Background: an optimization exercise with open tools, aiming at small area. Do not read the settings as production practice. Where RTL was checked, it was by simulation tests only, not by an equivalence proof against the original. Power and IR drop assume default switching activity.

## middle
// ircore_tx
module ircore_tx (
    input  wire        clk,
    input  wire        rst,             
    input  wire        enq_valid,       
    input  wire        enq_rc6,         
    input  wire [2:0]  enq_mode,        
    input  wire [7:0]  enq_a,           
    input  wire [7:0]  enq_b,           
    output wire        enq_ready,       
    output wire        tx,              
    output wire        tx_idle          
);
Size in the first run: roughly 210 flip-flops, about 26 I/O pins.
==> module ircore_tx, before the edit <==
module ircore_tx (
    input  wire        clk,
    input  wire        rst,             
    input  wire        enq_valid,       
    input  wire        enq_rc6,         
    input  wire [2:0]  enq_mode,        
    input  wire [7:0]  enq_a,           
    input  wire [7:0]  enq_b,           
    output wire        enq_ready,       
    output wire        tx,              
    output wire        tx_idle          
);
    localparam [1:0] ST_IDLE = 2'd0, ST_HDR = 2'd1, ST_DAT = 2'd2, ST_TRL = 2'd3;
    reg  [19:0] q [0:8];
    reg  [8:0]  v;              
    wire [8:0]  fr;             
    wire        pop;            
    assign fr[8] = ~v[8] | pop;
    genvar gi;
    generate
        for (gi = 0; gi < 8; gi = gi + 1) begin : g_fr
            assign fr[gi] = ~v[gi] | fr[gi + 1];
        end
    endgenerate
    assign enq_ready = fr[0];
    assign tx_idle   = ~|v;
    always @(posedge clk) begin
        if (fr[0]) q[0] <= {enq_rc6, enq_mode, enq_a, enq_b};
    end
    generate
        for (gi = 1; gi < 9; gi = gi + 1) begin : g_q
            always @(posedge clk) begin
                if (fr[gi]) q[gi] <= q[gi - 1];
            end
        end
    endgenerate
    always @(posedge clk) begin
        if (rst) v <= 9'd0;
        else     v <= (fr & {v[7:0], enq_valid}) | (~fr & v);
    end
    wire [19:0] hd  = q[8];
    wire        rc6 = hd[19];
    reg        act;             
    reg [5:0]  n;               
    reg [1:0]  c;               
    reg [10:0] pre;             
    reg        tg;              
    wire tick = (pre == {5'b00001, rc6, 5'b00110});
    wire [7:0] src = n[4] ? hd[7:0] : hd[15:8];
    wire       sb  = src[~n[2:0]];
    wire [3:0] mt  = {tg, hd[16], hd[17], hd[18]};
    wire       b   = rc6 ? ((n[4:3] == 2'b00) ? (n[2] ? mt[n[1:0]] : 1'b1) : sb)
                         : sb ^ n[3];
    wire       w2  = (n[4:3] == 2'b00) & (n[2] | (n[1] ^ n[0]));
    wire lvl = rc6 ? ((n[4:0] == 5'd1) | (~(n[4] & n[3]) & (b ^ (w2 ? c[1] : c[0]))))
                   : (n[5] ? ~(n[2] & n[1]) : (c == 2'd0));
    wire cl   = rc6 ? w2 : (n[5] | b);
    wire send = c[0] & (c[1] == cl);
    wire fend = rc6 ? ((n[4:0] == 5'd26) & c[0]) : n[5] & ~n[4];
    assign pop = act & tick & fend;
    assign tx  = act & lvl;
    always @(posedge clk) begin
        pre <= (~act | tick) ? 11'b01011011001 : {pre[9:0], pre[10] ^ pre[1]};
        if (~act) begin
            n <= rc6 ? 6'd1 : 6'd58;
            c <= 2'd0;
        end else if (tick) begin
            if (send) begin
                n <= n + 6'd1;
                c <= 2'd0;
            end else begin
                c <= c + 2'd1;
            end
        end
    end
    always @(posedge clk) begin
        if (rst) begin
            act <= 1'b0;
            tg  <= 1'b0;
        end else begin
            if (~act) act <= v[8];
            else if (pop) begin
                act <= 1'b0;
                if (rc6) tg <= ~tg;
            end
        end
    end
endmodule
Settings: LEC_CHECK=0, CAP_MARGIN=20, CORE_MARGIN=2, CORE_UTILIZATION=40, CTS_BUF_LIST=sky130_fd_sc_hd__clkbuf_8, CTS_CLUSTER_DIAMETER=60, CTS_CLUSTER_SIZE=20, SLEW_MARGIN=20; clock period 10.0 ns.
standard.sh (not shown) runs the stock make flow with config.mk's settings and CLKGATE_MAP_FILE= SYNTH_SCRIPT=/design/flow/synth_recipe.tcl, a recipe that flattens the netlist after the stock synthesis.
==> flow/flow/run.sh <==
#!/bin/bash
# The standard layout (standard.sh), with smaller port buffers and a clock
# tree built without dummy balancing loads.
set -euo pipefail
export BUFFER_PORTS_ARGS="-buffer_cell sky130_fd_sc_hd__buf_1"
export CTS_ARGS="-sink_clustering_enable -repair_clock_nets -buf_list sky130_fd_sc_hd__clkbuf_8 -root_buf sky130_fd_sc_hd__clkbuf_4 -sink_clustering_size 20 -sink_clustering_max_diameter 60 -dont_use_dummy_load"
bash standard.sh > standard.log 2>&1
middle reached the end of the flow, and the finished layout is clean on the timing, design-rule and antenna checks.
## Diff of input files: west against middle
==> flow/design.v <==
module ircore_tx (
    input  wire        clk,
    input  wire        rst,             
    input  wire        enq_valid,       
    input  wire        enq_rc6,         
    input  wire [2:0]  enq_mode,        
    input  wire [7:0]  enq_a,           
    input  wire [7:0]  enq_b,           
    output wire        enq_ready,       
    output wire        tx,              
    output wire        tx_idle          
);
    reg  [19:0] q [0:8];
    wire [8:0]  v;              
    wire [8:0]  fr;             
    wire        pop;            
    genvar gi;
    generate
        for (gi = 0; gi < 9; gi = gi + 1) begin : g_v
            assign v[gi] = q[gi][19] | ~q[gi][16];
        end
    endgenerate
    assign fr[8] = ~v[8] | pop | rst;
    generate
        for (gi = 0; gi < 8; gi = gi + 1) begin : g_fr
            assign fr[gi] = ~v[gi] | fr[gi + 1];
        end
    endgenerate
    assign enq_ready = fr[0];
    assign tx_idle   = ~|v;
    wire [19:0] in = {enq_valid & enq_rc6 & ~rst, enq_mode[2:1],
                      ~enq_valid | (enq_rc6 & enq_mode[0]), enq_a, enq_b};
    always @(posedge clk) begin
        if (fr[0]) q[0] <= in | {3'd0, rst, 16'd0};
    end
    generate
        for (gi = 1; gi < 9; gi = gi + 1) begin : g_q
            always @(posedge clk) begin
                if (fr[gi])
                    q[gi] <= {q[gi - 1][19] & ~rst, q[gi - 1][18:17],
                              q[gi - 1][16] | rst, q[gi - 1][15:0]};
            end
        end
    endgenerate
    wire [19:0] hd  = q[8];
    wire        rc6 = hd[19];
    reg        act;             
    reg [5:0]  n;               
    reg [1:0]  c;               
    reg [10:0] pre;             
    reg        tg;              
    wire tick = (pre == {5'b00001, rc6, 5'b00110});
    wire [7:0] src = n[4] ? hd[7:0] : hd[15:8];
    wire       sb  = src[~n[2:0]];
    wire [3:0] mt  = {tg, hd[16], hd[17], hd[18]};
    wire       b   = rc6 ? ((n[4:3] == 2'b00) ? (n[2] ? mt[n[1:0]] : 1'b1) : sb)
                         : sb ^ n[3];
    wire       w2  = (n[4:3] == 2'b00) & (n[2] | (n[1] ^ n[0]));
    wire lvl = rc6 ? ((n[4:0] == 5'd1) | (~(n[4] & n[3]) & (b ^ (w2 ? c[1] : c[0]))))
                   : (n[5] ? ~(n[2] & n[1]) : (c == 2'd0));
    wire cl   = rc6 ? w2 : (n[5] | b);
    wire send = c[0] & (c[1] == cl);
    wire fend = rc6 ? (n[4] & n[3] & n[1] & c[0]) : n[5] & ~n[4];
    assign pop = tick & fend;
    assign tx  = act & lvl;
    wire nx = tick & send;      
    always @(posedge clk) begin
        pre <= (~act | tick) ? 11'b01011011001 : {pre[9:0], pre[10] ^ pre[1]};
        n   <= ~act ? (rc6 ? 6'd1 : 6'd58) : n + {5'd0, nx};
        c   <= (~act | nx) ? 2'd0 : c + {1'b0, tick};
    end
    always @(posedge clk) begin
        if (rst) begin
            act <= 1'b0;
            tg  <= 1'b0;
        end else begin
            if (~act) act <= v[8];
            else if (pop) begin
                act <= 1'b0;
                if (rc6) tg <= ~tg;
            end
        end
    end
endmodule
Findings:
- Going from middle to west, depth of the worst register-to-register path up 1, area of the multi-input gates up 150 µm², biggest fanout along the worst timing path up 13, portion of the layout cell area used by clock cells up 0.22 points.
- Total track usage: lower on middle
- Changes observed in west relative to middle: wire length +52 µm; area of placed instances down 1.4%; count of plain and timing-repair buffers up 2; number of flip-flops and latches fell by about 4.3%.
- Number of buffer and inverter stages on the critical path delta for west relative to middle: 2 higher
- Origin of the worst setup path = q[8][19]: middle; origin of the worst setup path = rst: west
The RTL of west was laid out without a check of its function.


== old ==
ircore_tx, a different RTL version from the one above (not shown whole).
Size in the first run: roughly 26 I/O pins.
==> module ircore_tx, before the edit <==
module ircore_tx (
    input  wire        clk,
    input  wire        rst,             
    input  wire        enq_valid,       
    input  wire        enq_rc6,         
    input  wire [2:0]  enq_mode,        
    input  wire [7:0]  enq_a,           
    input  wire [7:0]  enq_b,           
    output wire        enq_ready,       
    output wire        tx,              
    output wire        tx_idle          
);
    reg  [19:0] q [0:8];
    wire [8:0]  v;              
    wire [8:0]  fr;             
    wire [8:0]  ld;             
    wire [8:0]  kp;             
    wire        pop;            
    genvar gi;
    generate
        for (gi = 0; gi < 9; gi = gi + 1) begin : g_v
            assign v[gi] = q[gi][19] | q[gi][16];
        end
    endgenerate
    assign fr[8] = ~v[8] | pop;
    assign kp[8] = ~pop & ~rst;
    generate
        for (gi = 0; gi < 8; gi = gi + 1) begin : g_fr
            assign fr[gi] = ~v[gi] | fr[gi + 1];
            assign kp[gi] = ~fr[gi + 1] & ~rst;
        end
    endgenerate
    assign ld = fr & {9{~rst}};
    assign enq_ready = fr[0];
    assign tx_idle   = ~|v;
    wire [19:0] in = {enq_rc6, enq_mode[2:1], ~enq_rc6 | enq_mode[0], enq_a, enq_b};
    always @(posedge clk) begin
        q[0] <= ({20{ld[0] & enq_valid}} & in) | ({20{kp[0]}} & q[0]);
    end
    generate
        for (gi = 1; gi < 9; gi = gi + 1) begin : g_q
            always @(posedge clk) begin
                q[gi] <= ({20{ld[gi]}} & q[gi - 1]) | ({20{kp[gi]}} & q[gi]);
            end
        end
    endgenerate
    wire [19:0] hd  = q[8];
    wire        rc6 = hd[19];
    wire ini = fr[8];
    reg [5:0]  n;               
    reg [1:0]  c;               
    reg [10:0] pre;             
    reg        tg;              
    wire tick = (pre == {5'b00001, rc6, 5'b00110});
    wire [7:0] src = n[4] ? hd[7:0] : hd[15:8];
    wire       sb  = src[~n[2:0]];
    wire [3:0] mt  = {tg, hd[16], hd[17], hd[18]};
    wire       b   = rc6 ? ((n[4:3] == 2'b00) ? (n[2] ? mt[n[1:0]] : 1'b1) : sb)
                         : sb ^ n[3];
    wire       w2  = (n[4:3] == 2'b00) & (n[2] | (n[1] ^ n[0]));
    wire lvl = rc6 ? ((n[4:0] == 5'd1) | (~(n[4] & n[3]) & (b ^ (w2 ? c[1] : c[0]))))
                   : ((n[5] & n[4]) ? ~(n[2] & n[1]) : (c == 2'd0));
    wire cl   = rc6 ? w2 : (n[5] | b);
    wire send = c[0] & (c[1] == cl);
    assign pop = rc6 ? (tick & n[4] & n[3] & n[1] & c[0]) : (n[5] & ~n[4] & c[0]);
    assign tx  = v[8] & lvl;
    always @(posedge clk) begin
        pre <= (ini | tick) ? 11'b01011011001 : {pre[9:0], pre[10] ^ pre[1]};
        if (ini) begin
            n <= q[7][19] ? 6'd1 : 6'd58;
            c <= 2'd0;
        end else if (tick) begin
            if (send) begin
                n <= n + 6'd1;
                c <= 2'd0;
            end else begin
                c <= c + 2'd1;
            end
        end
    end
    always @(posedge clk) begin
        if (rst)
            tg <= 1'b0;
        else if (pop & rc6)
            tg <= ~tg;
    end
endmodule
Settings: LEC_CHECK=0, CAP_MARGIN=0, CORE_MARGIN=2, CORE_UTILIZATION=40, SLEW_MARGIN=0; clock period 10.0 ns.
==> flow/flow/run.sh <==
#!/bin/bash
# The standard layout (standard.sh), with smaller port buffers and a clock
# tree built without dummy balancing loads.
set -euo pipefail
export BUFFER_PORTS_ARGS="-buffer_cell sky130_fd_sc_hd__buf_1"
export CTS_ARGS="-sink_clustering_enable -repair_clock_nets -buf_list sky130_fd_sc_hd__clkbuf_8 -root_buf sky130_fd_sc_hd__clkbuf_4 -sink_clustering_size 21 -sink_clustering_max_diameter 60 -dont_use_dummy_load"
bash standard.sh > standard.log 2>&1
Relative to old, the following input files were edited for new:
diff --git a/flow/design.v b/flow/design.v
--- a/flow/design.v
+++ b/flow/design.v
@@ -43,45 +43,52 @@
                 q[gi] <= ({20{ld[gi]}} & q[gi - 1]) | ({20{kp[gi]}} & q[gi]);
             end
         end
     endgenerate
     wire [19:0] hd  = q[8];
     wire        rc6 = hd[19];
-    wire ini = fr[8];
+    reg        act;             
     reg [5:0]  n;               
     reg [1:0]  c;               
     reg [10:0] pre;             
     reg        tg;              
     wire tick = (pre == {5'b00001, rc6, 5'b00110});
     wire [7:0] src = n[4] ? hd[7:0] : hd[15:8];
     wire       sb  = src[~n[2:0]];
     wire [3:0] mt  = {tg, hd[16], hd[17], hd[18]};
     wire       b   = rc6 ? ((n[4:3] == 2'b00) ? (n[2] ? mt[n[1:0]] : 1'b1) : sb)
                          : sb ^ n[3];
     wire       w2  = (n[4:3] == 2'b00) & (n[2] | (n[1] ^ n[0]));
     wire lvl = rc6 ? ((n[4:0] == 5'd1) | (~(n[4] & n[3]) & (b ^ (w2 ? c[1] : c[0]))))
-                   : ((n[5] & n[4]) ? ~(n[2] & n[1]) : (c == 2'd0));
+                   : (n[5] ? ~(n[2] & n[1]) : (c == 2'd0));
     wire cl   = rc6 ? w2 : (n[5] | b);
     wire send = c[0] & (c[1] == cl);
-    assign pop = rc6 ? (tick & n[4] & n[3] & n[1] & c[0]) : (n[5] & ~n[4] & c[0]);
-    assign tx  = v[8] & lvl;
+    wire fend = rc6 ? (n[4] & n[3] & n[1] & c[0]) : n[5] & ~n[4];
+    assign pop = tick & fend;
+    assign tx  = act & lvl;
     always @(posedge clk) begin
-        pre <= (ini | tick) ? 11'b01011011001 : {pre[9:0], pre[10] ^ pre[1]};
-        if (ini) begin
-            n <= q[7][19] ? 6'd1 : 6'd58;
+        pre <= (~act | tick) ? 11'b01011011001 : {pre[9:0], pre[10] ^ pre[1]};
+        if (~act) begin
+            n <= rc6 ? 6'd1 : 6'd58;
             c <= 2'd0;
         end else if (tick) begin
             if (send) begin
                 n <= n + 6'd1;
                 c <= 2'd0;
             end else begin
                 c <= c + 2'd1;
             end
         end
     end
     always @(posedge clk) begin
-        if (rst)
-            tg <= 1'b0;
-        else if (pop & rc6)
-            tg <= ~tg;
+        if (rst) begin
+            act <= 1'b0;
+            tg  <= 1'b0;
+        end else begin
+            if (~act) act <= v[8];
+            else if (pop) begin
+                act <= 1'b0;
+                if (rc6) tg <= ~tg;
+            end
+        end
     end
 endmodule
==> run notes <==
- Comparing setup slack for old and new, the bigger number came from new.
- Summary of new over old: cell depth of the worst hold path now sits higher; number of filler cells placed in the layout now sits higher; cell area power density now sits lower; synthesized-area fraction occupied by xor and xnor cells now sits at about the same level.
No functional check of the RTL was part of old.


Another version of the RTL of ircore_tx (not shown whole).
==> module ircore_tx, before the edit <==
module ircore_tx (
    input  wire        clk,
    input  wire        rst,             
    input  wire        enq_valid,       
    input  wire        enq_rc6,         
    input  wire [2:0]  enq_mode,        
    input  wire [7:0]  enq_a,           
    input  wire [7:0]  enq_b,           
    output wire        enq_ready,       
    output wire        tx,              
    output wire        tx_idle          
);
    reg  [19:0] q [0:8];
    wire [8:0]  v;              
    wire [8:0]  fr;             
    wire        pop;            
    genvar gi;
    generate
        for (gi = 0; gi < 9; gi = gi + 1) begin : g_v
            assign v[gi] = q[gi][19] | ~q[gi][16];
        end
    endgenerate
    assign fr[8] = ~v[8] | pop | rst;
    generate
        for (gi = 0; gi < 8; gi = gi + 1) begin : g_fr
            assign fr[gi] = ~v[gi] | fr[gi + 1];
        end
    endgenerate
    assign enq_ready = fr[0];
    assign tx_idle   = ~|v;
    wire [19:0] in = {enq_valid & enq_rc6 & ~rst, enq_mode[2:1],
                      ~enq_valid | (enq_rc6 & enq_mode[0]), enq_a, enq_b};
    always @(posedge clk) begin
        if (fr[0]) q[0] <= in | {3'd0, rst, 16'd0};
    end
    generate
        for (gi = 1; gi < 9; gi = gi + 1) begin : g_q
            always @(posedge clk) begin
                if (fr[gi])
                    q[gi] <= {q[gi - 1][19] & ~rst, q[gi - 1][18:17],
                              q[gi - 1][16] | rst, q[gi - 1][15:0]};
            end
        end
    endgenerate
    wire [19:0] hd  = q[8];
    wire        rc6 = hd[19];
    reg        act;             
    reg [5:0]  n;               
    reg [1:0]  c;               
    reg [10:0] pre;             
    reg        tg;              
    wire tick = (pre == {5'b00001, rc6, 5'b00110});
    wire [7:0] src = n[4] ? hd[7:0] : hd[15:8];
    wire       sb  = src[~n[2:0]];
    wire [3:0] mt  = {tg, hd[16], hd[17], hd[18]};
    wire       b   = rc6 ? ((n[4:3] == 2'b00) ? (n[2] ? mt[n[1:0]] : 1'b1) : sb)
                         : sb ^ n[3];
    wire       w2  = (n[4:3] == 2'b00) & (n[2] | (n[1] ^ n[0]));
    wire lvl = rc6 ? ((n[4:0] == 5'd1) | (~(n[4] & n[3]) & (b ^ (w2 ? c[1] : c[0]))))
                   : (n[5] ? ~(n[2] & n[1]) : (c == 2'd0));
    wire cl   = rc6 ? w2 : (n[5] | b);
    wire send = c[0] & (c[1] == cl);
    wire fend = rc6 ? (n[4] & n[3] & n[1] & c[0]) : n[5] & ~n[4];
    assign pop = tick & fend;
    assign tx  = act & lvl;
    always @(posedge clk) begin
        pre <= (~act | tick) ? 11'b01011011001 : {pre[9:0], pre[10] ^ pre[1]};
        if (~act) begin
            n <= rc6 ? 6'd1 : 6'd58;
            c <= 2'd0;
        end else if (tick) begin
            if (send) begin
                n <= n + 6'd1;
                c <= 2'd0;
            end else begin
                c <= c + 2'd1;
            end
        end
    end
    always @(posedge clk) begin
        if (rst) begin
            act <= 1'b0;
            tg  <= 1'b0;
        end else begin
            if (~act) act <= v[8];
            else if (pop) begin
                act <= 1'b0;
                if (rc6) tg <= ~tg;
            end
        end
    end
endmodule
==> flow/config.mk <==
export PLATFORM = sky130hd
export DESIGN_NAME = ircore_tx
export DESIGN_NICKNAME = ircore_tx
export VERILOG_FILES = /design/flow/design.v
export SDC_FILE = /design/flow/constraint.sdc
export NUM_CORES = 4
export LEC_CHECK = 0
export CAP_MARGIN = 20
export CORE_MARGIN = 2
export CORE_UTILIZATION = 40
export CTS_BUF_LIST = sky130_fd_sc_hd__clkbuf_8
export CTS_CLUSTER_DIAMETER = 60
export CTS_CLUSTER_SIZE = 20
export SLEW_MARGIN = 20
==> flow/constraint.sdc <==
create_clock -name core_clock -period 10.0 [get_ports {clk}]
set_input_delay 2.0000 -clock core_clock [delete_from_list [all_inputs] [get_ports {clk}]]
set_output_delay 2.0000 -clock core_clock [all_outputs]
set_load 0.01 [all_outputs]
==> flow/flow/run.sh <==
#!/bin/bash
# The standard layout (standard.sh), with smaller port buffers and a clock
# tree built without dummy balancing loads.
set -euo pipefail
export BUFFER_PORTS_ARGS="-buffer_cell sky130_fd_sc_hd__buf_1"
export CTS_ARGS="-sink_clustering_enable -repair_clock_nets -buf_list sky130_fd_sc_hd__clkbuf_8 -root_buf sky130_fd_sc_hd__clkbuf_4 -sink_clustering_size 20 -sink_clustering_max_diameter 60 -dont_use_dummy_load"
bash standard.sh > standard.log 2>&1
Next try:
--- a/flow/design.v
+++ b/flow/design.v
@@ -21,5 +21,5 @@
         end
     endgenerate
-    assign fr[8] = ~v[8] | pop | rst;
+    assign fr[8] = ~v[8] | pop;
     generate
         for (gi = 0; gi < 8; gi = gi + 1) begin : g_fr
@@ -32,10 +32,10 @@
                       ~enq_valid | (enq_rc6 & enq_mode[0]), enq_a, enq_b};
     always @(posedge clk) begin
-        if (fr[0]) q[0] <= in | {3'd0, rst, 16'd0};
+        if (rst | fr[0]) q[0] <= in | {3'd0, rst, 16'd0};
     end
     generate
         for (gi = 1; gi < 9; gi = gi + 1) begin : g_q
             always @(posedge clk) begin
-                if (fr[gi])
+                if (rst | fr[gi])
                     q[gi] <= {q[gi - 1][19] & ~rst, q[gi - 1][18:17],
                               q[gi - 1][16] | rst, q[gi - 1][15:0]};
@@ -61,6 +61,6 @@
     wire cl   = rc6 ? w2 : (n[5] | b);
     wire send = c[0] & (c[1] == cl);
-    wire fend = rc6 ? (n[4] & n[3] & n[1] & c[0]) : n[5] & ~n[4];
-    assign pop = tick & fend;
+    wire fend = rc6 ? ((n[4:0] == 5'd26) & c[0]) : n[5] & ~n[4];
+    assign pop = act & tick & fend;
     assign tx  = act & lvl;
     always @(posedge clk) begin
After rerunning: The changed run finished clean. Power grows by 0.68%. Setup slack gets better by 2200 ps. Fmax rose by 45%. Worst hold slack degrades by 5.9 ps. Sequential share of layout area came out higher by 1.4 points. Area after synthesis came out lower by 2.0%. Synthesized cell count fell by 3.1%.
Only the layout flow was run in the first run of this note; the RTL was not checked for function there.

what the ideal ports hide:
The results above use ideal ports. As a check the final layouts listed here were re-extracted and re-timed, cells and wires unchanged.
Step 1, drivers: a clkbuf_16 drives clk and a buf_2 each remaining input, both assumed.
Step 2, shift: input delay + t, output delay - t, t = (earliest + latest rising clock arrival at the registers) / 2. This alone moves slack from input paths to output paths.
Slacks: ideal ports / drivers / drivers and shift; pairs: ideal ports / drivers.
| run | t, ns | setup WS [ns] | pins driven straight from the clock port |
|---|---|---|---|
| middle | 0.580 | 4.904 / 4.875 / 5.454 | 1 |
| west | 0.559 | 3.418 / 3.386 / 3.386 | 1 |
| old | 0.613 | 5.130 / 5.095 / 5.690 | 1 |
| new | 0.574 | 5.177 / 5.144 / 5.717 | 1 |
| the first run of note 3 | 0.552 | 2.952 / 2.924 / 2.924 | 1 |
| the second run of note 3 | 0.564 | 5.123 / 5.090 / 5.654 | 1 |
After both steps setup and hold are still met in every run listed. The setup slack of west, which loses most, moves by -0.032 ns with the drivers and by -0.032 ns with both steps.
